What follows belongs to an exercise in optimizing a design on an open flow for small area and a short achievable clock period; a production flow would make more cautious choices.
In this exercise RTL edits were held to simulation tests only and were not proved equivalent to the original.
Power is estimated from default activity; no workload was simulated.

== alpha ==
Design dse_core, start of the top module:
module dse_core (
    input  wire        clk,
    input  wire        rst,             
    input  wire        fine,            
    input  wire        coarse,          
    input  wire        sec,             
    input  wire        btnA_n,          
    input  wire        btnB_n,          
    input  wire        srst,            
    input  wire        bus_evt,         
    input  wire        bus_nack,
    input  wire        bus_data_ready,  
    input  wire        bus_stop,        
    input  wire [7:0]  bus_rdata,
    output wire [1:0]  mode_o,
    output wire        disp_req,
    output wire [4:0]  hours_o,
    output wire [5:0]  minutes_o,
    output wire [5:0]  seconds_o,
    output wire [15:0] avg_temp,
    output wire        avg_valid,
    output wire        sensor_fault,
    output wire [3:0]  sensor_state,
    output wire        cmd_valid,
    output wire [2:0]  cmd_kind,
    output wire [6:0]  cmd_addr,
    output wire [7:0]  cmd_data
);
export LEC_CHECK = 0
export CAP_MARGIN = 20
export CORE_MARGIN = 2
export CORE_UTILIZATION = 40
export SLEW_MARGIN = 20
create_clock -name core_clock -period 45.0 [get_ports {clk}]
run.sh (not shown) runs the stock make flow with config.mk's settings and CLKGATE_MAP_FILE= SYNTH_SCRIPT=/design/flow/synth_recipe.tcl, a recipe that flattens the netlist after the stock synthesis.
alpha reached the end of the flow, and the finished layout is clean on the timing, DRC and antenna checks.
Edits applied to the flow inputs when going from alpha to beta:
- a change of CAP_MARGIN from 20 to 40
- a change of SLEW_MARGIN from 20 to 40
- a change of CORE_UTILIZATION from 40 to 60
- an added GPL_TIMING_DRIVEN of 1
Results
Taking alpha as the reference point, the area growth from synthesis to layout of beta falls by 1.4 points. Of alpha and beta, the run reporting the lower final critical-path share of the clock period was beta. Against alpha, the final cell area of beta is lower. beta ends up with a proportion of power drawn by combinational gates that is 0.4 points lower than in alpha.
Inputs modified between beta and gamma:
- GPL_TIMING_DRIVEN no longer set, was 1
- SLEW_MARGIN now 60, was 40
- CAP_MARGIN now 60, was 40
- CORE_UTILIZATION now 40, was 60
[summary]
Summary of gamma over beta: peak clock frequency supported by timing picked up an extra about 1.5%; final design instance area without fill saw an increase.
Proportion of layout cells with a drive suffix above 1 for gamma is higher than for beta.
Multi-input combinational cell area: gamma > beta
Modified inputs, delta compared to gamma
- SLEW_MARGIN: 60 -> 90
- CAP_MARGIN: 60 -> 90
--- outcome ---
Synthesized cell count came out exactly the same in delta and gamma.
Synthesized area: delta vs gamma identical
delta gives more post-detailed-placement half-perimeter wirelength than gamma did.
Run status, delta: aborted in 5_1_grt, error GRT-0232
delta -> gamma: adder-cell area share of the yosys netlist delta 0, exact match
Going from gamma to delta, number of instances in the placed design grew by more than 10%.

Another version of the RTL of dse_core (not shown whole).
Size: ~4200 cells after synthesis, about 220 flip-flops, roughly 81 I/O pins, about 33000 sq um of cells after synthesis.
// dse_core
module dse_core (
    input  wire        clk,
    input  wire        rst,             
    input  wire        fine,            
    input  wire        coarse,          
    input  wire        sec,             
    input  wire        btnA_n,          
    input  wire        btnB_n,          
    input  wire        srst,            
    input  wire        bus_evt,         
    input  wire        bus_nack,
    input  wire        bus_data_ready,  
    input  wire        bus_stop,        
    input  wire [7:0]  bus_rdata,
    output wire [1:0]  mode_o,
    output wire        disp_req,
    output wire [4:0]  hours_o,
    output wire [5:0]  minutes_o,
    output wire [5:0]  seconds_o,
    output wire [15:0] avg_temp,
    output wire        avg_valid,
    output wire        sensor_fault,
    output wire [3:0]  sensor_state,
    output wire        cmd_valid,
    output wire [2:0]  cmd_kind,
    output wire [6:0]  cmd_addr,
    output wire [7:0]  cmd_data
);
    localparam [6:0]   SLAVE_ADDR      = 7'h76;
    localparam [7:0]   REG_CALIB       = 8'h88;
    localparam [7:0]   REG_CTRL_MEAS   = 8'hF4;
    localparam [7:0]   CTRL_MEAS_VALUE = 8'h21;
    localparam [7:0]   REG_STATUS      = 8'hF3;
    localparam [7:0]   REG_TEMP        = 8'hFA;
    localparam integer IDLE_TIMEOUT    = 300;
    localparam [1:0] M_TEMP = 2'd0, M_CLOCK = 2'd1, M_EHOUR = 2'd2, M_EMIN = 2'd3;
    localparam [3:0] PS_READ_CAL   = 4'd0,
                     PS_WRITE_CAL  = 4'd1,
                     PS_CFG_DONE   = 4'd2,
                     PS_STAT_CFG   = 4'd3,
                     PS_STATUS     = 4'd4,
                     PS_WAIT_MEAS  = 4'd5,
                     PS_START_READ = 4'd6,
                     PS_READING    = 4'd7,
                     PS_ERROR      = 4'd8;
    localparam [2:0] K_SEND_SINGLE = 3'b000,
  ...
export LEC_CHECK = 0
export ABC_AREA = 1
export CAP_MARGIN = 60
export CORE_MARGIN = 2
export CORE_UTILIZATION = 70
export GPL_TIMING_DRIVEN = 1
export SLEW_MARGIN = 60
create_clock -name core_clock -period 45.0 [get_ports {clk}]
The first run finished with timing, DRC and antenna clean.
==> next run, changes <==
CORE_UTILIZATION = 60   (was 70)
Effect: The changed run produced a clean layout. Setup slack degrades by 0.041 ns. Sequential share of layout area is lower by 0.12 points. Count of clock-buffer cells in the layout went up by 14. Global-route usage came out lower by 4.4 points.

Setup of blue:
Another version of the RTL of dse_core (not shown whole).
Size in the first run: ~4200 cells after synthesis, about 210 flip-flops, about 81 I/O pins.
Design dse_core, start of the top module:
module dse_core (
    input  wire        clk,
    input  wire        rst,             
    input  wire        fine,            
    input  wire        coarse,          
    input  wire        sec,             
    input  wire        btnA_n,          
    input  wire        btnB_n,          
    input  wire        srst,            
    input  wire        bus_evt,         
    input  wire        bus_nack,
    input  wire        bus_data_ready,  
    input  wire        bus_stop,        
    input  wire [7:0]  bus_rdata,
    output wire [1:0]  mode_o,
    output wire        disp_req,
    output wire [4:0]  hours_o,
    output wire [5:0]  minutes_o,
    output wire [5:0]  seconds_o,
    output wire [15:0] avg_temp,
    output wire        avg_valid,
    output wire        sensor_fault,
    output wire [3:0]  sensor_state,
    output wire        cmd_valid,
    output wire [2:0]  cmd_kind,
    output wire [6:0]  cmd_addr,
    output wire [7:0]  cmd_data
);
    localparam [6:0]   SLAVE_ADDR      = 7'h76;
    localparam [7:0]   REG_CALIB       = 8'h88;
    localparam [7:0]   REG_CTRL_MEAS   = 8'hF4;
    localparam [7:0]   CTRL_MEAS_VALUE = 8'h21;
    localparam [7:0]   REG_STATUS      = 8'hF3;
    localparam [7:0]   REG_TEMP        = 8'hFA;
    localparam integer IDLE_TIMEOUT    = 300;
    localparam [1:0] M_TEMP = 2'd0, M_CLOCK = 2'd1, M_EHOUR = 2'd2, M_EMIN = 2'd3;
    localparam [3:0] PS_READ_CAL   = 4'd0,
                     PS_WRITE_CAL  = 4'd1,
                     PS_CFG_DONE   = 4'd2,
                     PS_STAT_CFG   = 4'd3,
                     PS_STATUS     = 4'd4,
                     PS_WAIT_MEAS  = 4'd5,
                     PS_START_READ = 4'd6,
  ...
Settings: LEC_CHECK=0, ABC_AREA=1, CAP_MARGIN=60, CORE_MARGIN=2, CORE_UTILIZATION=70, GPL_TIMING_DRIVEN=1, SLEW_MARGIN=60; clock period 45.0 ns.
[inputs] red vs blue
Settings: changing CORE_UTILIZATION from 70 to 80.
## What came out
- Wire length of the first global-routing pass delta for red relative to blue: 5.5% higher
- [red vs blue] register-to-register slack: lower in red
- The per-cell routed wire length in blue is 0.906 times that in red.
- A uppermost layer routed of met5 is what red shows, while met4 belongs to blue.
- red has less setup slack than blue.
- Looking at blue and red, the layout-stage area growth over the synthesis result is a wash.
- Count of plain and timing-repair buffers in the layout, red vs blue: up by a few percent

dse_core, a different RTL version from the one above (not shown whole).
Size in the first run: roughly 4600 cells after synthesis, roughly 230 flip-flops, roughly 81 I/O pins, about 0.035 mm² of cells after synthesis.
clock: 45.0 ns
lec_check: 0
abc_area: 1
cap_margin: 60
core_margin: 2
core_utilization: 60
gpl_timing_driven: 1
slew_margin: 60
The first run ran to the end with no violations.
Change:
Settings changed: CAP_MARGIN 60 to 75, SLEW_MARGIN 60 to 75.
The new run passed the timing, DRC and antenna checks.
Clock skew rises by 0.016 ns.
Die area is unchanged.
Via count went up by 0.67%.
Utilization is higher by 1.1 points.
Routed wire length rose by 0.50%.
Combinational power rises by about 3%.
Sequential power stays flat.
Global-route usage grows by 0.11 points.
Synthesized area is unchanged.
Register-to-register slack is better by 0.24 ns.

dse_core, a different RTL version from the one above (not shown whole).
Size in the first run: roughly 280 flip-flops, about 81 I/O pins, roughly 0.034 sq mm of cells after synthesis.
make LEC_CHECK=0 CAP_MARGIN=20 CORE_MARGIN=2 CORE_UTILIZATION=60 SLEW_MARGIN=20 finish   # period 45.0 ns
Change:
- CORE_UTILIZATION: 60 -> 40
=>
- via count decreases by 1.6%
- power is lower by 2.9%
- first-iteration DRC count fell by 9.6%
- sequential power is about the same

## static timing again, ports no longer ideal
The results above use ideal ports. As a check the final layouts listed here were re-extracted and re-timed, cells and wires unchanged. Step 1 (the two cells are an assumption about what drives the block):
set clk [get_ports {clk}]
set_driving_cell -lib_cell sky130_fd_sc_hd__clkbuf_16 $clk
set_driving_cell -lib_cell sky130_fd_sc_hd__buf_2 [delete_from_list [all_inputs] $clk]
Step 2 adds t to the input delays and takes it off the output delays; t is the mean of the earliest and latest rising clock arrival at the registers after step 1. Input paths then give back, and output paths get back, about the clock's delay inside the block. a / b / c = ideal ports / drivers / drivers and shift; a / b = the first two.
run	shift t [ns]	setup slack, ns	worst setup path after step 2	worst slew at a driven data input, ns	cell pins on the clock port's net
alpha	0.658	24.282 / 24.215 / 24.873	register to output	0.06	1
beta	0.637	24.399 / 24.337 / 24.974	register to output	0.03	1
gamma	0.666	24.702 / 24.637 / 25.303	register to output	0.07	1
the first run of note 2	0.651	26.051 / 25.988 / 26.503	input to register	0.05	1
the second run of note 2	0.672	26.009 / 25.943 / 26.464	input to register	0.04	1
blue	0.644	26.115 / 26.052 / 26.306	input to register	0.08	1
red	0.638	25.717 / 25.658 / 25.957	input to register	0.04	1
the first run of note 4	0.678	25.403 / 25.340 / 26.018	register to output	0.04	1
the second run of note 4	0.668	25.743 / 25.680 / 26.348	register to output	0.03	1
the first run of note 5	0.635	22.137 / 22.179 / 21.544	input to register	0.05	1
the second run of note 5	0.621	21.983 / 22.026 / 21.405	input to register	0.04	1
After both steps setup and hold are still met in every run listed. For the first run of note 5, which loses most, drivers alone change the setup slack by +0.042 ns; drivers and shift together by -0.593 ns.
